Source: an optimization exercise on an open RTL-to-GDS flow (aim: small area, a short achievable clock period and few clock cycles per item). Production flows keep margins and buffers that such runs may drop. Only simulation tests tie the RTL to the original design; equivalence was not proved.

==> job 3160: inputs <==
==> flow/design.v (excerpt) <==
module yuv2rgba (
    input  wire        clk,
    input  wire        rst,
    input  wire        in_valid,
    output wire        in_ready,
    input  wire [31:0] in_y,
    input  wire [31:0] in_u,
    input  wire [31:0] in_v,
    input  wire [4:0]  in_depth_m1,
    output wire        out_valid,
    input  wire        out_ready,
    output wire [31:0] out_rgba
);
export LEC_CHECK = 0
export CAP_MARGIN = 20
export CORE_MARGIN = 2
export CORE_UTILIZATION = 40
export PLACE_DENSITY = 0.6
export SLEW_MARGIN = 20
create_clock -name core_clock -period 16.0 [get_ports {clk}]
run.sh (not shown) runs the stock make flow with config.mk's settings and CLKGATE_MAP_FILE= SYNTH_SCRIPT=/design/flow/synth_recipe.tcl, a recipe that flattens the netlist after the stock synthesis.
==> job 5473: changes against job 3160 <==
==> flow/flow/run.sh (new file) <==
#!/bin/bash
# The standard layout, with timing repair aiming for 11 ns of setup slack
# at the design's clock period (the constraints are unchanged).
set -euo pipefail
export SETUP_SLACK_MARGIN=11
bash standard.sh > standard_make.log 2>&1
==> flow/standard.sh (new file) <==
#!/bin/bash
# synth_recipe.tcl (not shown) runs the flow's synth.tcl, then flattens the netlist and writes it again
# the make line also repeats each setting of config.mk as NAME=value (left out here)
make -C /OpenROAD-flow-scripts/flow DESIGN_CONFIG=/design/flow/config.mk WORK_HOME=/design/flow/orfs CLKGATE_MAP_FILE= SYNTH_SCRIPT=/design/flow/synth_recipe.tcl "${@:-finish}"
removed: flow/run.sh
==> job 5657: changes against job 3160 <==
--- a/flow/design.v
+++ b/flow/design.v
@@ -171,21 +171,20 @@
     always @(posedge clk) begin
         pa <= {vc[9], w156, w154, w152, w150, w148, w146, w144, w142, w140, w138, w136, w134, w132, w130, w128, w126, w124, w122, w120, w118, w116, w114, w112, vc[1], ~vc[2], ~vc[1], ~vc[0], 1'b0};
         pb <= {w158, w157, w155, w153, w151, w149, w147, w145, w143, w141, w139, w137, w135, w133, w131, w129, w127, w125, w123, w121, w119, w117, w115, w113, w111, vc[0], 1'b0, 1'b0, 1'b0};
     end
 endmodule
 module yuv2rgba_acc_r (
     input  wire        clk,
-    input  wire        clr,
+    input  wire        first,
     input  wire [28:0] pa,
     input  wire [28:0] pb,
-    output wire [53:0] xn
+    output reg  [53:0] x
 );
-    reg  [53:0] x;
-    wire [45:0] a = x[45:0];
+    wire [45:0] a = first ? 46'd0 : x[45:0];
     wire w1, w2, w3, w4, w5, w6, w7, w8, w9, w10, w11, w12, w13, w14, w15, w16, w17, w18, w19, w20, w21, w22, w23, w24, w25, w26, w27, w28, w29, w30, w31, w32, w33, w34, w35, w36, w37, w38, w39, w40, w41, w42, w43, w44, w45, w46, w47, w48, w49, w50, w51, w52, w53, w54, w55, w56, w57, w58, w59, w60, w61, w62, w63, w64, w65, w66, w67, w68, w69, w70, w71, w72, w73, w74, w75, w76, w77, w78, w79, w80, w81, w82, w83, w84, w85, w86, w87, w88, w89, w90, w91, w92, w93, w94, w95, w96, w97, w98, w99, w100, w101, w102, w103, w104, w105, w106, w107, w108, w109, w110, w111, w112, w113, w114, w115, w116, w117, w118, w119, w120, w121, w122, w123, w124, w125, w126, w127, w128, w129, w130, w131, w132, w133, w134, w135, w136, w137, w138, w139, w140, w141, w142;
     assign w1 = pa[9] ^ pb[9];
     assign w2 = pa[9] & pb[9];
     assign w3 = pa[10] ^ pb[10] ^ a[2];
     assign w4 = (pa[10] & pb[10]) | (a[2] & (pa[10] ^ pb[10]));
     assign w5 = pa[11] ^ pb[11];
     assign w6 = pa[11] & pb[11];
@@ -323,17 +322,16 @@
     assign w138 = a[43] & 1'b1;
     assign w139 = a[44] ^ 1'b1;
     assign w140 = a[44] & 1'b1;
     assign w141 = a[45] ^ 1'b1;
     assign w142 = a[45] & 1'b1;
     wire [53:0] sa = {w140, w138, w136, w134, w132, w130, w128, w126, w124, w122, w120, w118, w116, w114, w112, w110, w108, w106, w104, w102, w100, w98, w96, w94, w92, w90, w88, w86, w84, w82, w80, w78, w76, w74, w72, w70, w68, w66, w64, w62, w60, w58, w56, w54, w52, w50, w48, w46, w44, w42, 1'b1, pa[2], pa[1], pa[0]};
     wire [53:0] sb = {w141, w139, w137, w135, w133, w131, w129, w127, w125, w123, w121, w119, w117, w115, w113, w111, w109, w107, w105, w103, w101, w99, w97, w95, w93, w91, w89, w87, w85, w83, w81, w79, w77, w75, w73, w71, w69, w67, w65, w63, w61, w59, w57, w55, w53, w51, w49, w47, w45, w43, w41, 1'b0, 1'b0, 1'b0};
-    assign xn = sa + sb;
     always @(posedge clk)
-        x <= clr ? 54'd0 : xn;
+        x <= sa + sb;
 endmodule
 module yuv2rgba_rows_g (
     input  wire        clk,
     input  wire [7:0]  y,
     input  wire [7:0]  u,
     input  wire [7:0]  v,
     input  wire [7:0]  mn,      
@@ -692,21 +690,20 @@
     always @(posedge clk) begin
         pa <= {w300, w344, w342, w340, w338, w336, w334, w332, w330, w328, w326, w324, w322, w320, w318, w316, w314, w312, w310, w308, w306, w304, w302, w255, v[1], v[0], mn[0], 1'b0};
         pb <= {w346, w345, w343, w341, w339, w337, w335, w333, w331, w329, w327, w325, w323, w321, w319, w317, w315, w313, w311, w309, w307, w305, w303, w301, mn[2], mn[1], 1'b0, 1'b0};
     end
 endmodule
 module yuv2rgba_acc_g (
     input  wire        clk,
-    input  wire        clr,
+    input  wire        first,
     input  wire [27:0] pa,
     input  wire [27:0] pb,
-    output wire [53:0] xn
+    output reg  [53:0] x
 );
-    reg  [53:0] x;
-    wire [45:0] a = x[45:0];
+    wire [45:0] a = first ? 46'd0 : x[45:0];
     wire w1, w2, w3, w4, w5, w6, w7, w8, w9, w10, w11, w12, w13, w14, w15, w16, w17, w18, w19, w20, w21, w22, w23, w24, w25, w26, w27, w28, w29, w30, w31, w32, w33, w34, w35, w36, w37, w38, w39, w40, w41, w42, w43, w44, w45, w46, w47, w48, w49, w50, w51, w52, w53, w54, w55, w56, w57, w58, w59, w60, w61, w62, w63, w64, w65, w66, w67, w68, w69, w70, w71, w72, w73, w74, w75, w76, w77, w78, w79, w80, w81, w82, w83, w84, w85, w86, w87, w88, w89, w90, w91, w92, w93, w94, w95, w96, w97, w98, w99, w100, w101, w102, w103, w104, w105, w106, w107, w108, w109, w110, w111, w112, w113, w114, w115, w116, w117, w118, w119, w120, w121, w122, w123, w124, w125, w126, w127, w128, w129, w130;
     assign w1 = pa[9] ^ pb[9];
     assign w2 = pa[9] & pb[9];
     assign w3 = pa[10] ^ pb[10];
     assign w4 = pa[10] & pb[10];
     assign w5 = pa[11] ^ pb[11];
     assign w6 = pa[11] & pb[11];
@@ -832,17 +829,16 @@
     assign w126 = a[43] & 1'b1;
     assign w127 = a[44] ^ 1'b1;
     assign w128 = a[44] & 1'b1;
     assign w129 = a[45] ^ 1'b1;
     assign w130 = a[45] & 1'b1;
     wire [53:0] sa = {w128, w126, w124, w122, w120, w118, w116, w114, w112, w110, w108, w106, w104, w102, w100, w98, w96, w94, w92, w90, w88, w86, w84, w82, w80, w78, w76, w74, w72, w70, w68, w66, w64, w62, w60, w58, w56, w54, w52, w50, w48, w46, w44, w42, w40, a[0], pa[7], pa[6], pa[5], pa[4], pa[3], pa[2], pa[1], pa[0]};
     wire [53:0] sb = {w129, w127, w125, w123, w121, w119, w117, w115, w113, w111, w109, w107, w105, w103, w101, w99, w97, w95, w93, w91, w89, w87, w85, w83, w81, w79, w77, w75, w73, w71, w69, w67, w65, w63, w61, w59, w57, w55, w53, w51, w49, w47, w45, w43, w41, w39, pb[7], pb[6], pb[5], pb[4], pb[3], pb[2], 1'b1, 1'b0};
-    assign xn = sa + sb;
     always @(posedge clk)
-        x <= clr ? 54'd0 : xn;
+        x <= sa + sb;
 endmodule
 module yuv2rgba_rows_b (
     input  wire        clk,
     input  wire [7:0]  y,
     input  wire [7:0]  u,
     input  wire [7:0]  v,
     input  wire [7:0]  mn,      
@@ -997,21 +993,20 @@
     always @(posedge clk) begin
         pa <= {uc[9], uc[8], w140, w138, w136, w134, w132, w130, w128, w126, w124, w122, w120, w118, w116, w114, w112, w110, w108, w106, w104, w102, w100, w98, uc[0], uc[1], uc[0], 1'b0, 1'b0};
         pb <= {w142, w141, w139, w137, w135, w133, w131, w129, w127, w125, w123, w121, w119, w117, w115, w113, w111, w109, w107, w105, w103, w101, w99, w97, 1'b0, 1'b0, 1'b0, 1'b0};
     end
 endmodule
 module yuv2rgba_acc_b (
     input  wire        clk,
-    input  wire        clr,
+    input  wire        first,
     input  wire [28:0] pa,
     input  wire [27:0] pb,
-    output wire [53:0] xn
+    output reg  [53:0] x
 );
-    reg  [53:0] x;
-    wire [45:0] a = x[45:0];
+    wire [45:0] a = first ? 46'd0 : x[45:0];
     wire w1, w2, w3, w4, w5, w6, w7, w8, w9, w10, w11, w12, w13, w14, w15, w16, w17, w18, w19, w20, w21, w22, w23, w24, w25, w26, w27, w28, w29, w30, w31, w32, w33, w34, w35, w36, w37, w38, w39, w40, w41, w42, w43, w44, w45, w46, w47, w48, w49, w50, w51, w52, w53, w54, w55, w56, w57, w58, w59, w60, w61, w62, w63, w64, w65, w66, w67, w68, w69, w70, w71, w72, w73, w74, w75, w76, w77, w78, w79, w80, w81, w82, w83, w84, w85, w86, w87, w88, w89, w90, w91, w92, w93, w94, w95, w96, w97, w98, w99, w100, w101, w102, w103, w104, w105, w106, w107, w108, w109, w110, w111, w112, w113, w114, w115, w116, w117, w118, w119, w120, w121, w122, w123, w124, w125, w126, w127, w128, w129, w130, w131, w132, w133, w134, w135, w136, w137, w138, w139, w140;
     assign w1 = pa[8] ^ pb[8];
     assign w2 = pa[8] & pb[8];
     assign w3 = pa[9] ^ pb[9];
     assign w4 = pa[9] & pb[9];
     assign w5 = pa[10] ^ pb[10];
     assign w6 = pa[10] & pb[10];
@@ -1147,59 +1142,56 @@
     assign w136 = a[43] & 1'b1;
     assign w137 = a[44] ^ 1'b1;
     assign w138 = a[44] & 1'b1;
     assign w139 = a[45] ^ 1'b1;
     assign w140 = a[45] & 1'b1;
     wire [53:0] sa = {w138, w136, w134, w132, w130, w128, w126, w124, w122, w120, w118, w116, w114, w112, w110, w108, w106, w104, w102, w100, w98, w96, w94, w92, w90, w88, w86, w84, w82, w80, w78, w76, w74, w72, w70, w68, w66, w64, w62, w60, w58, w56, w54, w52, w50, w48, w46, w44, 1'b1, pa[4], pa[3], pa[2], pa[1], pa[0]};
     wire [53:0] sb = {w139, w137, w135, w133, w131, w129, w127, w125, w123, w121, w119, w117, w115, w113, w111, w109, w107, w105, w103, w101, w99, w97, w95, w93, w91, w89, w87, w85, w83, w81, w79, w77, w75, w73, w71, w69, w67, w65, w63, w61, w59, w57, w55, w53, w51, w49, w47, w45, w43, pb[4], 1'b0, 1'b1, 1'b0, 1'b0};
-    assign xn = sa + sb;
     always @(posedge clk)
-        x <= clr ? 54'd0 : xn;
+        x <= sa + sb;
 endmodule
 module yuv2rgba_div (
     input  wire        clk,
-    input  wire        ldr,       
-    input  wire        ld,        
-    input  wire        fs,        
+    input  wire        load,      
     input  wire        step,      
-    input  wire [53:0] xn,        
+    input  wire [53:0] x,         
     input  wire [38:0] dq,        
     input  wire [40:0] dq3,       
     output wire [7:0]  value,     
     output wire [7:0]  value_nx   
 );
-    reg        neg;               
-    reg        hb;                
+    reg        sat_lo;            
     reg        sat_hi;            
     reg [38:0] rem;               
     reg [7:0]  xq;                
-    wire [40:0] t   = {rem, xq[7:6]};
+    wire [41:0] hi  = x[53:12];
+    wire        neg = x[53];
+    wire        big = (hi[41:39] != 3'd0) | (hi[38:0] >= dq);
+    wire [38:0] r0  = load ? hi[38:0] : rem;
+    wire [7:0]  b0  = load ? x[11:4]  : xq;
+    wire [40:0] t   = {r0, b0[7:6]};
     wire [41:0] e1  = {1'b0, t} - {3'b0, dq};
     wire [41:0] e2  = {1'b0, t} - {2'b0, dq, 1'b0};
     wire [41:0] e3  = {1'b0, t} - {1'b0, dq3};
     wire        g1  = ~e1[41];
     wire        g2  = ~e2[41];
     wire        g3  = ~e3[41];
     wire [38:0] rn  = g3 ? e3[38:0] : (g2 ? e2[38:0] : (g1 ? e1[38:0] : t[38:0]));
-    wire [7:0] xq_nx = {xq[5:0], g2, g3 | (g1 & ~g2)};
     always @(posedge clk) begin
-        rem <= ldr ? xn[50:12] : rn;
-        if (ld) begin
-            neg <= xn[53];
-            hb  <= xn[53:51] != 3'd0;
+        rem <= rn;
+        if (load) begin
+            sat_lo <= neg;
+            sat_hi <= ~neg & big;
         end
-        if (fs)
-            sat_hi <= ~neg & (hb | (rem >= dq));
-        if (ld)
-            xq <= xn[11:4];
-        else if (step)
+        if (load | step)
             xq <= xq_nx;
     end
-    assign value    = neg ? 8'd0 : (sat_hi ? 8'd255 : xq);
-    assign value_nx = neg ? 8'd0 : (sat_hi ? 8'd255 : xq_nx);
+    wire [7:0] xq_nx = {b0[5:0], g2, g3 | (g1 & ~g2)};
+    assign value    = sat_lo ? 8'd0 : (sat_hi ? 8'd255 : xq);
+    assign value_nx = sat_lo ? 8'd0 : (sat_hi ? 8'd255 : xq_nx);
 endmodule
 module yuv2rgba_dtab (
     input  wire [4:0]  dm,
     output reg  [38:0] dq,
     output reg  [40:0] dq3
 );
     always @(*) begin
@@ -1253,26 +1245,25 @@
     input  wire        out_ready,
     output wire [31:0] out_rgba
 );
     reg [1:0] ph;           
     reg       st;           
     reg [1:0] cnt;          
     reg       acc_v;        
-    reg       clr;          
-    reg       ld;           
-    reg       fs;           
     reg       bact;         
-    reg       last;         
     reg       bdone;        
     reg       ov;           
     reg [4:0] dm_a;
     reg [2:0] a_b, out_a;   
     reg [23:0] out_bgr;
     wire accept  = in_valid & in_ready & ~rst;
     wire deliver = ov & out_ready & ~rst;
+    reg  first;             
+    reg  load;              
+    reg  last;              
     wire put_nx  = last & ~ov;      
     wire put_old = bdone & ~ov;     
     assign in_ready = (ph == 2'd3) & st & ~cnt[1];
     wire [1:0] bi = ~ph;    
     reg  [7:0] yb, ub, vb, mnb;
     integer j;
     always @(posedge clk) begin
@@ -1286,53 +1277,51 @@
     wire [27:0] pag;
     wire [28:0] pbr;
     wire [27:0] pbg, pbb;
     yuv2rgba_rows_r u_rows_r (.clk(clk), .y(yb), .u(ub), .v(vb), .mn(mnb), .pa(par), .pb(pbr));
     yuv2rgba_rows_g u_rows_g (.clk(clk), .y(yb), .u(ub), .v(vb), .mn(mnb), .pa(pag), .pb(pbg));
     yuv2rgba_rows_b u_rows_b (.clk(clk), .y(yb), .u(ub), .v(vb), .mn(mnb), .pa(pab), .pb(pbb));
     wire [53:0] xr, xg, xb;
-    yuv2rgba_acc_r u_acc_r (.clk(clk), .clr(clr), .pa(par), .pb(pbr), .xn(xr));
-    yuv2rgba_acc_g u_acc_g (.clk(clk), .clr(clr), .pa(pag), .pb(pbg), .xn(xg));
-    yuv2rgba_acc_b u_acc_b (.clk(clk), .clr(clr), .pa(pab), .pb(pbb), .xn(xb));
+    yuv2rgba_acc_r u_acc_r (.clk(clk), .first(first), .pa(par), .pb(pbr), .x(xr));
+    yuv2rgba_acc_g u_acc_g (.clk(clk), .first(first), .pa(pag), .pb(pbg), .x(xg));
+    yuv2rgba_acc_b u_acc_b (.clk(clk), .first(first), .pa(pab), .pb(pbb), .x(xb));
     wire [38:0] dq_a;
     wire [40:0] dq3_a;
     reg  [38:0] dq;         
     reg  [40:0] dq3;        
     yuv2rgba_dtab u_dtab (.dm(dm_a), .dq(dq_a), .dq3(dq3_a));
     wire [7:0] r8, g8, b8, r8n, g8n, b8n;
-    yuv2rgba_div u_div_r (.clk(clk), .ldr(clr), .ld(ld), .fs(fs), .step(bact), .xn(xr), .dq(dq), .dq3(dq3), .value(r8), .value_nx(r8n));
-    yuv2rgba_div u_div_g (.clk(clk), .ldr(clr), .ld(ld), .fs(fs), .step(bact), .xn(xg), .dq(dq), .dq3(dq3), .value(g8), .value_nx(g8n));
-    yuv2rgba_div u_div_b (.clk(clk), .ldr(clr), .ld(ld), .fs(fs), .step(bact), .xn(xb), .dq(dq), .dq3(dq3), .value(b8), .value_nx(b8n));
+    yuv2rgba_div u_div_r (.clk(clk), .load(load), .step(bact), .x(xr), .dq(dq), .dq3(dq3), .value(r8), .value_nx(r8n));
+    yuv2rgba_div u_div_g (.clk(clk), .load(load), .step(bact), .x(xg), .dq(dq), .dq3(dq3), .value(g8), .value_nx(g8n));
+    yuv2rgba_div u_div_b (.clk(clk), .load(load), .step(bact), .x(xb), .dq(dq), .dq3(dq3), .value(b8), .value_nx(b8n));
     always @(posedge clk) begin
         if (rst) begin
             ph    <= 2'd0;
-            clr   <= 1'b0;
-            ld    <= 1'b0;
-            fs    <= 1'b0;
+            first <= 1'b0;
+            load  <= 1'b0;
             last  <= 1'b0;
             st    <= 1'b0;
             cnt   <= 2'd0;
             acc_v <= 1'b0;
             bact  <= 1'b0;
             bdone <= 1'b0;
             ov    <= 1'b0;
         end else begin
             ph    <= ph + 2'd1;
-            clr   <= (ph == 2'd0);
-            ld    <= (ph == 2'd0) & acc_v;
-            fs    <= ld;
+            first <= (ph == 2'd1);
+            load  <= (ph == 2'd1) & acc_v;
             last  <= (ph == 2'd0) & bact;
             if (ph == 2'd0)
                 st <= in_valid;
             cnt <= cnt + {1'b0, accept} - {1'b0, deliver};
             if (accept)
                 acc_v <= 1'b1;
-            else if (ld)
+            else if (load)
                 acc_v <= 1'b0;
-            if (ld)
+            if (load)
                 bact <= 1'b1;
             else if (last)
                 bact <= 1'b0;
             if (last & ov)
                 bdone <= 1'b1;
             else if (put_old)
                 bdone <= 1'b0;
@@ -1345,15 +1334,15 @@
     always @(posedge clk) begin
         if (accept)
             dm_a <= in_depth_m1;
         if (acc_v & (ph == 2'd1)) begin    
             dq  <= dq_a;
             dq3 <= dq3_a;
         end
-        if (ld)
+        if (load)
             a_b <= (dm_a[4:3] != 2'd0) ? 3'd7 : dm_a[2:0];
         if (put_nx | put_old) begin
             out_bgr <= put_nx ? {b8n, g8n, r8n} : {b8, g8, r8};
             out_a   <= a_b;
         end
     end
     wire [7:0] alpha;
==> flow/config.mk (replaced) <==
export PLATFORM = sky130hd
export DESIGN_NAME = yuv2rgba
export DESIGN_NICKNAME = yuv2rgba
export VERILOG_FILES = /design/flow/design.v
export SDC_FILE = /design/flow/constraint.sdc
export NUM_CORES = 4
export LEC_CHECK = 0
export CAP_MARGIN = 20
export CORE_MARGIN = 2
export CORE_UTILIZATION = 65
export PLACE_DENSITY = 0.75
export SLEW_MARGIN = 20
==> comparison table <==
|  | job 3160 | job 5657 | job 5473 |
|---|---|---|---|
| Footprint of the multi-input gates | 43,600 um2 | 43,400 um2 | 43,600 um2 |
| Number of global-route vias before repair | 50,339 | 50,304 | 50,380 |
| Share of synthesized area spent on multiplexers | 0.0223 | 0.0475 | 0.0223 |
| Met2 layer wire length in the routed design | 85.1 mm | 80.3 mm | 85.4 mm |
| Simple-Gate Fraction of Synth Area | 0.128 | 0.124 | 0.128 |
| Via density per instance | 5.65 | 6.17 | 5.65 |
| Top Layer Used | met5 | met4 | met5 |
| Number of placed instances, taps included | 9,065 | 8,201 | 9,065 |
| Worst slack at placement | 10,740 ps | 10,100 ps | 10,740 ps |
| Slew of the pin with the lowest slew margin | 1110 ps | 1140 ps | 1090 ps |
| Clock network area share | 0.0399 | 0.0396 | 0.0399 |
| Reg-to-Reg End | u_rows_b.pb[13] | u_acc_r.x[49] | u_div_b.hb |
| Largest stage delay, worst path | 930 ps | 740 ps | 470 ps |
| Count of non-filler cells in the finished layout | 9,205 | 8,337 | 9,208 |
| Met1 Resource Use GR | 0.331 | 0.465 | 0.331 |
| Total non-filler cell area in the finished layout | 66,900 um2 | 66,200 um2 | 67,000 um2 |
| Detail-routed net length per standard cell | 21.0 um | 21.2 um | 21.0 um |
| Min Clock Period, post-route | 5920 ps | 6020 ps | 4950 ps |
| Hold worst-path end | out_a[0] | u_acc_r.x[1] | out_a[0] |
| Net count of the finished layout | 8,317 | 8,231 | 8,321 |
| Result of the run | timing/DRC/antenna clean | timing/DRC/antenna clean | timing/DRC/antenna clean |
| Element type at the critical path end | primary output | register | primary output |
| Number of antenna violations at the first check in global routing | 1 | 0 | 2 |
Testbench counts of job 3160, summed over its fixed seeds: cycles 32,061, pixels 8,000.
Testbench counts of job 5473, summed over its fixed seeds: cycles 32,061, pixels 8,000.
Testbench counts of job 5657, summed over its fixed seeds: cycles 32,061, pixels 8,000.

## port drivers added, routing unchanged
In the flow no input, the clock included, has a driving cell. The finished layouts below were timed again as built, in two steps.
Step 1: set_driving_cell puts a clkbuf_16 on clk and a buf_2 on each other input, an assumption about the parent block.
Step 2 moves the port delays by t, midway between the first and last clock arrival at a register: inputs arrive t later, outputs are due t later. That takes back most of the time a late clock gives input paths.
Three values: ideal, step 1, step 2; two values: the first two.
run	t, ns	setup WS [ns]	cell pins on the clock port's net
job 3160	0.776	10.082 / 10.011 / 10.787	1
job 5473	0.778	11.048 / 10.977 / 10.864	1
job 5657	0.722	9.976 / 9.976 / 9.976	1
After both steps every run listed still meets setup and hold. The setup slack of job 5473, which loses most, moves by -0.071 ns with the drivers and by -0.184 ns with both steps.
